Context: an optimization exercise on an open-source flow, tuned for small area, a short achievable clock period and few clock cycles per item. The choices shown serve that exercise and are no tape-out recipe. The RTL of this run was laid out without a check of its function. Power and IR drop assume default switching activity.

[flow/design.v]
`timescale 1ns/1ps
module nova16_alu (
    input  wire        clk,
    input  wire        rst,         
    input  wire        in_valid,
    output wire        in_ready,
    input  wire [7:0]  op,          
    input  wire        w16,         
    input  wire [15:0] a,           
    input  wire [15:0] b,           
    input  wire [11:0] flags_in,
    output reg         out_valid,
    output reg  [15:0] result,
    output reg         wr,          
    output reg         div_fault,   
    output reg  [11:0] flags_out
);
    localparam FS = 1, FV = 2, FC = 6, FZ = 7, FP = 8;
    function automatic [4:0] lzc16(input [15:0] x);
        integer i;
        begin
            lzc16 = 5'd16;
            for (i = 0; i < 16; i = i + 1)
                if (x[i]) lzc16 = 5'd15 - i[4:0];
        end
    endfunction
    reg        v1, w, lng;
    reg        c_as, c_sub, c_one, c_lg, c_sh, c_bt, c_mul, c_div;
    reg [1:0]  o;               
    reg [15:0] A, B;
    reg [11:0] F;
    wire [15:0] in_mask = w16 ? 16'hFFFF : 16'h00FF;
    wire [15:0] b_in    = b & in_mask;
    wire        i_bt    = op[5];
    wire [3:0]  i_c     = op[3:0];
    reg        p2, it, finz, fin;   
    reg        neg1, mreg, cpre, nn;
    reg [3:0]  cnt;
    reg [15:0] R;                   
    assign in_ready = !v1 || !lng || fin;
    wire p1 = v1 && lng && !p2 && !it && !finz;
    wire [15:0] mW = w ? 16'hFFFF : 16'h00FF;
    wire sa = w ? A[15] : A[7];
    wire sb = w ? B[15] : B[7];
    wire [3:0] k = w ? B[3:0] : {1'b0, B[2:0]};
    wire [4:0] lzA = lzc16(A ^ ({16{c_mul & sa}} & mW));
    wire [4:0] lzB = lzc16(B ^ ({16{c_mul & sb}} & mW));
    wire [4:0] nA  = 5'd16 - lzA + {4'd0, sa};
    wire [4:0] nB  = 5'd16 - lzB + {4'd0, sb};
    wire       swp = nA < nB;                       
    wire [4:0] nm  = swp ? nA : nB;
    wire [4:0] nd  = lzB - lzA + 5'd1;
    wire [4:0] n   = c_mul ? nm : nd;
    wire       zq  = c_mul ? (nm == 5'd0) : (lzA > lzB);
    wire [15:0] Xs = swp ? B : A;
    wire [3:0]  amt = p2 ? ~cnt : ((c_sh && !o[0]) ? k : (4'd0 - k));
    wire [15:0] rin = (w || p2) ? A : {A[7:0], A[7:0]};
    wire [31:0] rr  = {rin, rin} << amt;
    wire [15:0] rot = rr[31:16];
    wire [15:0] lm  = ~(16'hFFFF << amt);           
    wire        imul  = it && c_mul;
    wire        idiv  = it && c_div;
    wire        msub  = mreg & neg1;
    wire [15:0] Y     = c_one ? 16'd1 : ((imul && !mreg) ? 16'd0 : B);
    wire        sub   = it ? (c_div | msub) : c_sub;
    wire [16:0] op1   = it ? {idiv & R[15], R[14:0], idiv & A[15]} : {1'b0, A};
    wire [16:0] op2   = sub ? ~{1'b0, Y} : {1'b0, Y};
    wire [16:0] S     = op1 + op2 + {16'd0, sub};
    wire [15:0] zx  = op1[15:0] ^ op2[15:0];
    wire [15:0] zo  = op1[15:0] | op2[15:0];
    wire [15:0] zv  = ~(zx ^ {zo[14:0], sub});
    wire        zS  = (&zv[7:0]) && (!w || (&zv[15:8]));
    wire        c16   = S[16] ^ msub;
    wire        fill  = mreg && (neg1 ? !B[15] : B[15]);
    wire [15:0] hsh   = {result[14:0], R[15]};
    wire [15:0] hinc  = hsh + 16'd1;
    wire [15:0] hdec  = hsh - 16'd1;
    wire        h_up  = c16 & !fill;
    wire        h_dn  = !c16 & fill;
    wire [15:0] Hn    = h_up ? hinc : (h_dn ? hdec : hsh);
    wire        hz0   = hsh == 16'h0000, hff = hsh == 16'hFFFF;
    wire        h01   = hsh == 16'h0001, hfe = hsh == 16'hFFFE;
    wire        Hn0   = h_up ? hff : (h_dn ? h01 : hz0);
    wire        Hn1   = h_up ? hfe : (h_dn ? hz0 : hff);
    wire        mhi0  = w ? Hn0 : (S[15:8] == 8'h00);
    wire        mul_c = cpre | (nn & !mhi0);
    wire        mul_v = w ? (S[15] ? !Hn1 : !Hn0) : (S[15:8] != {8{S[7]}});
    wire        take  = !S[16];
    wire [15:0] qn    = {A[14:0], take};
    wire [15:0] bm  = 16'd1 << k;
    wire        l_and = c_bt ? (o == 2'd2) : (o == 2'd0);
    wire        l_or  = (o == 2'd1);
    wire [15:0] Y2  = c_bt ? ((o == 2'd2) ? ~bm : bm) : ((o == 2'd3) ? 16'hFFFF : B);
    wire [15:0] L   = l_and ? (A & Y2) : (l_or ? (A | Y2) : (A ^ Y2));
    wire [15:0] shm = o[1] ? 16'hFFFF : (!o[0] ? (16'hFFFF << k) : (mW >> k));
    wire last_mul = fin && it && c_mul;
    wire last_div = fin && it && c_div;
    reg [15:0] r;
    always @* begin
        if (finz)                    r = 16'd0;
        else if (last_div)           r = qn;
        else if (c_as || last_mul)   r = S[15:0];
        else if (c_sh)               r = rot & shm;
        else                         r = L;
        r = r & mW;
    end
    wire sy     = w ? Y[15] : Y[7];
    wire ssum   = w ? S[15] : S[7];
    wire add_v  = c_sub ? ((sa != sy) && (ssum != sa)) : ((sa == sy) && (ssum != sa));
    wire add_c  = w ? S[16] : S[8];
    wire kz     = (k == 4'd0);
    wire sh_c   = !o[0] ? rot[0] : (w ? rot[15] : rot[7]);
    reg        o_wr, o_fault;
    reg [11:0] f;
    always @* begin
        f       = F;
        o_wr    = 1'b0;
        o_fault = 1'b0;
        if (finz) begin
            o_wr = 1'b1;
            f[FZ] = 1'b1; f[FS] = 1'b0; f[FP] = 1'b1; f[FC] = 1'b0; f[FV] = 1'b0;
        end else if (last_div) begin
            o_wr  = 1'b1;
            f[FZ] = (A[14:0] == 15'd0) && !take;
            f[FS] = w ? A[14] : A[6];
            f[FP] = ~^qn[7:0];
            f[FC] = 1'b0;
            f[FV] = 1'b0;
        end else if (c_as || last_mul) begin
            o_wr  = !(c_as && o == 2'd3);           
            f[FZ] = zS;
            f[FS] = ssum;
            f[FP] = ~^S[7:0];
            f[FC] = c_as ? add_c : mul_c;
            f[FV] = c_as ? add_v : mul_v;
        end else if (c_lg) begin
            o_wr  = 1'b1;
            f[FZ] = (r == 16'd0);
            f[FS] = w ? r[15] : r[7];
            f[FP] = ~^r[7:0];
            f[FC] = 1'b0;
            f[FV] = 1'b0;
        end else if (c_sh) begin
            o_wr = !kz;
            if (!kz) begin
                f[FZ] = (r == 16'd0);
                f[FS] = w ? r[15] : r[7];
                f[FP] = ~^r[7:0];
                f[FC] = sh_c;
            end
        end else if (c_bt) begin
            o_wr  = (o != 2'd0);
            f[FZ] = (o == 2'd0) ? !rot[0] : (o == 2'd1 ? 1'b0 : (o == 2'd2 ? 1'b1 : rot[0]));
        end else begin
            o_fault = 1'b1;                         
        end
    end
    wire done = v1 && (!lng || fin);
    always @(posedge clk) begin
        out_valid <= !rst && done;
        if (imul && !fin)          result <= Hn;
        else if (p1)               result <= 16'd0;
        else                       result <= r;
        wr        <= o_wr;
        div_fault <= o_fault;
        flags_out <= f;
        if (rst) begin
            v1   <= 1'b0;
            p2   <= 1'b0;
            it   <= 1'b0;
            finz <= 1'b0;
            fin  <= 1'b0;
        end else if (in_ready) begin
            v1   <= in_valid;
            p2   <= 1'b0;
            it   <= 1'b0;
            finz <= 1'b0;
            fin  <= 1'b0;
        end else if (p1) begin
            finz <= zq;
            p2   <= !zq && c_div;
            it   <= !zq && c_mul;
            fin  <= zq || (c_mul && n == 5'd1);
        end else if (p2) begin
            p2   <= 1'b0;
            it   <= 1'b1;
            fin  <= (cnt == 4'd0);
        end else if (it) begin
            fin  <= (cnt == 4'd1);
        end
        if (in_ready) begin
            w     <= w16;
            lng   <= !i_bt && (i_c == 4'h3 || (i_c == 4'h4 && b_in != 16'd0));
            c_as  <= !i_bt && (i_c == 4'h1 || i_c == 4'h2 || i_c == 4'h5 || i_c == 4'h6 || i_c == 4'h7);
            c_sub <= !i_bt && (i_c == 4'h2 || i_c == 4'h6 || i_c == 4'h7);
            c_one <= !i_bt && (i_c == 4'h5 || i_c == 4'h6);
            c_lg  <= !i_bt && i_c[3:2] == 2'b10;
            c_sh  <= !i_bt && i_c[3:2] == 2'b11;
            c_bt  <= i_bt;
            c_mul <= !i_bt && i_c == 4'h3;
            c_div <= !i_bt && i_c == 4'h4;
            o     <= op[1:0];
            A     <= a & in_mask;
            B     <= b_in;
            F     <= flags_in;
        end else if (p1) begin
            cnt  <= n[3:0] - 4'd1;
            if (c_mul) begin
                A <= swp ? A : B;                   
                B <= w ? Xs : {{8{Xs[7]}}, Xs[7:0]};    
            end
            R    <= 16'd0;
            mreg <= 1'b1;
            neg1 <= swp ? sa : sb;
            cpre <= (sa && B[15:1] != 15'd0) || (sb && A[15:1] != 15'd0);
            nn   <= !sa && !sb;
        end else if (p2) begin
            A <= rot & ~lm;
            R <= rot & lm;
        end else if (it) begin
            cnt  <= cnt - 4'd1;
            neg1 <= 1'b0;
            if (c_mul) begin
                R    <= S[15:0];
                mreg <= A[cnt - 4'd1];
            end else begin
                R <= take ? S[15:0] : {R[14:0], A[15]};
                A <= qn;
            end
        end
    end
endmodule
[flow/run.sh]
#!/bin/bash
# synth_recipe.tcl (not shown) runs the flow's synth.tcl, then flattens the netlist and writes it again
# the make line also repeats each setting of config.mk as NAME=value (left out here)
make -C /OpenROAD-flow-scripts/flow DESIGN_CONFIG=/design/flow/config.mk WORK_HOME=/design/flow/orfs CLKGATE_MAP_FILE= SYNTH_SCRIPT=/design/flow/synth_recipe.tcl finish
[flow/config.mk]
export PLATFORM = sky130hd
export DESIGN_NAME = nova16_alu
export DESIGN_NICKNAME = nova16_alu
export VERILOG_FILES = /design/flow/design.v
export SDC_FILE = /design/flow/constraint.sdc
export NUM_CORES = 4
export LEC_CHECK = 0
export CAP_MARGIN = 20
export CORE_MARGIN = 2
export CORE_UTILIZATION = 40
export SLEW_MARGIN = 20
[flow/constraint.sdc]
create_clock -name core_clock -period 13.0 [get_ports {clk}]
set_input_delay 2.6000 -clock core_clock [delete_from_list [all_inputs] [get_ports {clk}]]
set_output_delay 2.6000 -clock core_clock [all_outputs]
set_load 0.01 [all_outputs]
==> summary.txt <==
===========================================================================================
Critical-path maximum fanout                                                             20
Initial antenna violation count                                                           1
CP Cell Sequence                                                               mux2_2, nand2_1, a211o_1, a211oi_1, nor2_1, a21oi_1, o21ai_0, nand2_1, o221ai_1, and3_1, ha_1, inv_1, ha_1, xor2_1, ha_1, nor2b_1, o211ai_1, nand2_1, mux2_2, mux2i_1, o2111ai_1, xor2_1, a21oi_1
Fin. max-slew vios                                                                        0
Worst supply voltage drop on vdd                                                   0.106 mV
Maximum single-stage delay on the critical path                                     0.80 ns
Utilization after layout                                                              0.457
Startpoint types                                                                   register
Slew of the pin with the lowest slew margin                                         1.07 ns
Die ar.                                                                           35100 µm²
Final setup viols                                                                         0
Kind of end point of the critical path                                             register
Path type of the worst setup path                                              register to register
Die Width                                                                            187 µm
Setup repair after global routing missed its margin                                   false
Pin count of the biggest net entering global routing                                     71
Clock Pin Slew Worst Setup and Hold Paths                                           0.06 ns
Type of the worst min-delay path                                               register to register
Post-Layout Cell Count                                                                 2208
Fin crit share                                                                        0.472
Share of synthesized area occupied by flip-flops and latches                          0.232
I/O Buffers                                                                              84
Largest cells by area after synthesis                                          edfxtp_1 18%, ha_1 9.5%, mux2i_1 6.0%
Syn nets                                                                               1893
Post-synthesis average cell area                                                   7.76 µm²
Via density per instance                                                               6.24
Highest Clock Rate                                                                  163 MHz
Status                                                                         complete, no violations
Global-route wire length before repair                                             80300 µm
Number of levels in the clock H-tree                                                      4
Routed vias                                                                           13800
Vias in the first global route                                                        12700
GRT Total Usage                                                                       0.305
Cell Pwr Density                                                                 126 nW/µm²
Number of core rows                                                                      67
Total wirelength of the detailed-routed design                                     54700 µm
Number of design-rule violations left by the first detailed-router iteration           1794
RePlAce Congestion                                                                    0.991
Maximum count of clock buffers along a single path                                        2
Clk root buf                                                                      clkbuf_16
Worst slack on hold paths                                                          0.343 ns
Final routed DRC violation total                                                          0
Minimum clock period after layout                                                   6.13 ns
Number of setup buffers added after CTS                                                   0
Clock tree skew after final layout                                                0.0124 ns
Arrival @ worst endpoint                                                            6.32 ns
Post-detailed-placement half-perimeter wirelength                                  40500 µm
Headroom to the max-slew limit                                                        0.287
Syn Std Cell Area                                                                 13400 µm²
Syn-to-layout area delta                                                              13.3%
Post-synthesis sequential element count                                                 116
Number of nets in the final layout                                                     1904
Fraction of final layout cells sized beyond drive strength 1                         0.0797
Post-synth cell types                                                                    92
Cts repair resizes                                                                        0
Number of warnings printed during yosys synthesis                                         1
CTS tree                                                                                yes
Total power                                                                         1.91 mW
Insertion delay of the later-clocked pin in the worst-skew pair                     0.45 ns
Primary FF master, synth                                                           edfxtp_1
Number of buffers added by the clock tree synthesis step                                 17
Count of boundary I/O pins                                                               88
Chip Height                                                                          187 µm
Routed WL per cell                                                                  24.8 µm
Count of hold buffers inserted by post-cts repair                                         0
Antenna Nets Post-Route                                                                   0
Post-synth top area share                                                             0.179
Initial core utilization                                                              0.404
Count of clock tree sinks                                                               116
Leakage power                                                                       6.11 nW
Post-synthesis instance total                                                          1732
Setup TNS Final                                                                        0 ns
Number of hold violations in the final report                                             0
Placed instance count                                                                  2172
Critical path's slowest cell                                                       edfxtp_1
CP Data Required Time                                                              13.18 ns
EDFF count, synth                                                                        80
Total grt overflow                                                                        0
DR pass1 iterations                                                                       6
Core outline area                                                                 33300 µm²
Number of max-cap violations                                                              0
Yosys top cell by area                                                             edfxtp_1
Async set or reset register ratio after synthesis                                         0
===========================================================================================
cell usage after synthesis, types with 12 or more instances:
library cell / instances
nand2_1: 194
or3_1: 12
and3_1: 17
o21ai_0: 125
mux2i_1: 81
edfxtp_1: 80
o31a_1: 12
nor2b_1: 15
nor3_1: 45
a211oi_1: 26
o211ai_1: 21
o22ai_1: 25
inv_1: 105
o21a_1: 22
nor4_1: 13
nand2b_1: 17
clkbuf_1: 96
dfxtp_1: 36
ha_1: 102
xnor2_1: 75
a21oi_1: 98
or2_2: 15
nand4_1: 24
nand3_1: 70
mux2_2: 21
a31oi_1: 21
buf_2: 15
nor2_1: 119
a21o_1: 12
xor2_1: 27
critical path, delay by kind of cell, from the launching register on:
family | cells | cell delay, ns
simple gates | 6 | 1.21
compound gates | 8 | 1.42
buf+inv | 1 | 0.06
flops | 1 | 0.80
mux | 3 | 1.16
xor+xnor | 2 | 0.47
fa+ha+maj | 3 | 0.72
area by class of cell:
class / instances / area (µm²)
fillers: 3354 / 18100
multi-input cells: 1377 / 9400
flip-flops and latches: 116 / 3120
repair buffers: 123 / 1130
well taps: 448 / 561
clock buffers: 17 / 425
inverters: 108 / 405
clock inverters: 15 / 159
diodes: 4 / 10.0
routing by layer:
layer / wire, µm / share of wire / global-route usage
met2: 24000 / 0.44 / 0.473
met5: 0 / 0 / 0
met4: 2510 / 0.046 / 0.141
met3: 4770 / 0.087 / 0.0486
met1: 23400 / 0.43 / 0.415
sequential cells by signal, indices dropped and copies added, names as in the netlist, 2 cells and up:
signal,flops
cnt,4
B,16
flags_out,12
F,12
result,16
o,2
A,16
R,16
layout by cell type, fill, tap and decap left out, drive strengths merged, types with 6 or more instances in the layout:
master / count
nor3b: 7
clkinv: 10
a21oi: 99
o31ai: 10
o32ai: 7
nand3: 70
o22ai: 25
clkbuf: 17
nor2b: 16
dfxtp: 36
ha: 102
buf: 39
o31a: 12
and3: 17
a211oi: 26
o21a: 22
nand4: 24
and2: 9
mux2: 22
a31oi: 21
a22oi: 12
xor2: 27
a21o: 12
o211ai: 21
nand2: 194
inv: 109
or3: 13
nand2b: 18
mux2i: 83
a21boi: 6
clkdlybuf4s50: 84
or4: 6
o221ai: 8
edfxtp: 80
xnor2: 75
nor4: 13
or2: 18
nor2: 121
nor3: 45
o21ai: 128
through the flow:
stage               area, µm²  worst slack (ns)
finish                  15200              6.87
global route            15200              6.31
detailed placement      14600              6.85
CTS                     15200              6.82
floorplan               13400              7.78
global placement        14600              6.90
final timing paths:
| check | from | endpoint | slack (ns) | cells past startpoint |
|---|---|---|---|---|
| worst min-delay path | F[4] | flags_out[4] | 0.34 | 0 |
| worst min register to register | F[4] | flags_out[4] | 0.34 | 0 |
| worst max-delay path | A[7] | cnt[3] | 6.87 | 23 |
| worst max register to register | A[7] | cnt[3] | 6.87 | 23 |
report_power, final:
group	leakage, nW	switching, mW	internal [mW]
Sequential	1.14	0.0544	0.432
Combinational	4.69	0.572	0.371
Clock	0.281	0.199	0.283
Total	6.11	0.825	1.09
cell families after synthesis:
family          share of synthesized area
xor+xnor                           0.0665
simple gates                        0.209
buf+inv                            0.0706
flops                               0.232
compound gates                      0.232
fa+ha+maj                          0.0995
mux                                0.0902

-- what the ideal ports hide --
In the flow no input, the clock included, has a driving cell. The finished layout below was timed again as built, in two steps.
Step 1: set_driving_cell puts a clkbuf_16 on clk and a buf_2 on each other input, an assumption about the parent block.
Step 2 times the ports against the registers' clock, not the clock port: input delays grow and output delays shrink by t, the midpoint of the rising clock arrivals with the driver on.
Three values: ideal, step 1, step 2; two values: the first two.
t, ns: 0.495
setup WS [ns]: 6.868 / 6.868 / 6.868
hold slack, ns: 0.343 / 0.343 / 0.343
clock arrival spread, ns: 0.013 / 0.013
cell pins on the clock port's net: 1
After both steps setup and hold are still met in this run. The setup slack of this run moves by 0.000 ns with the drivers and by 0.000 ns with both steps.
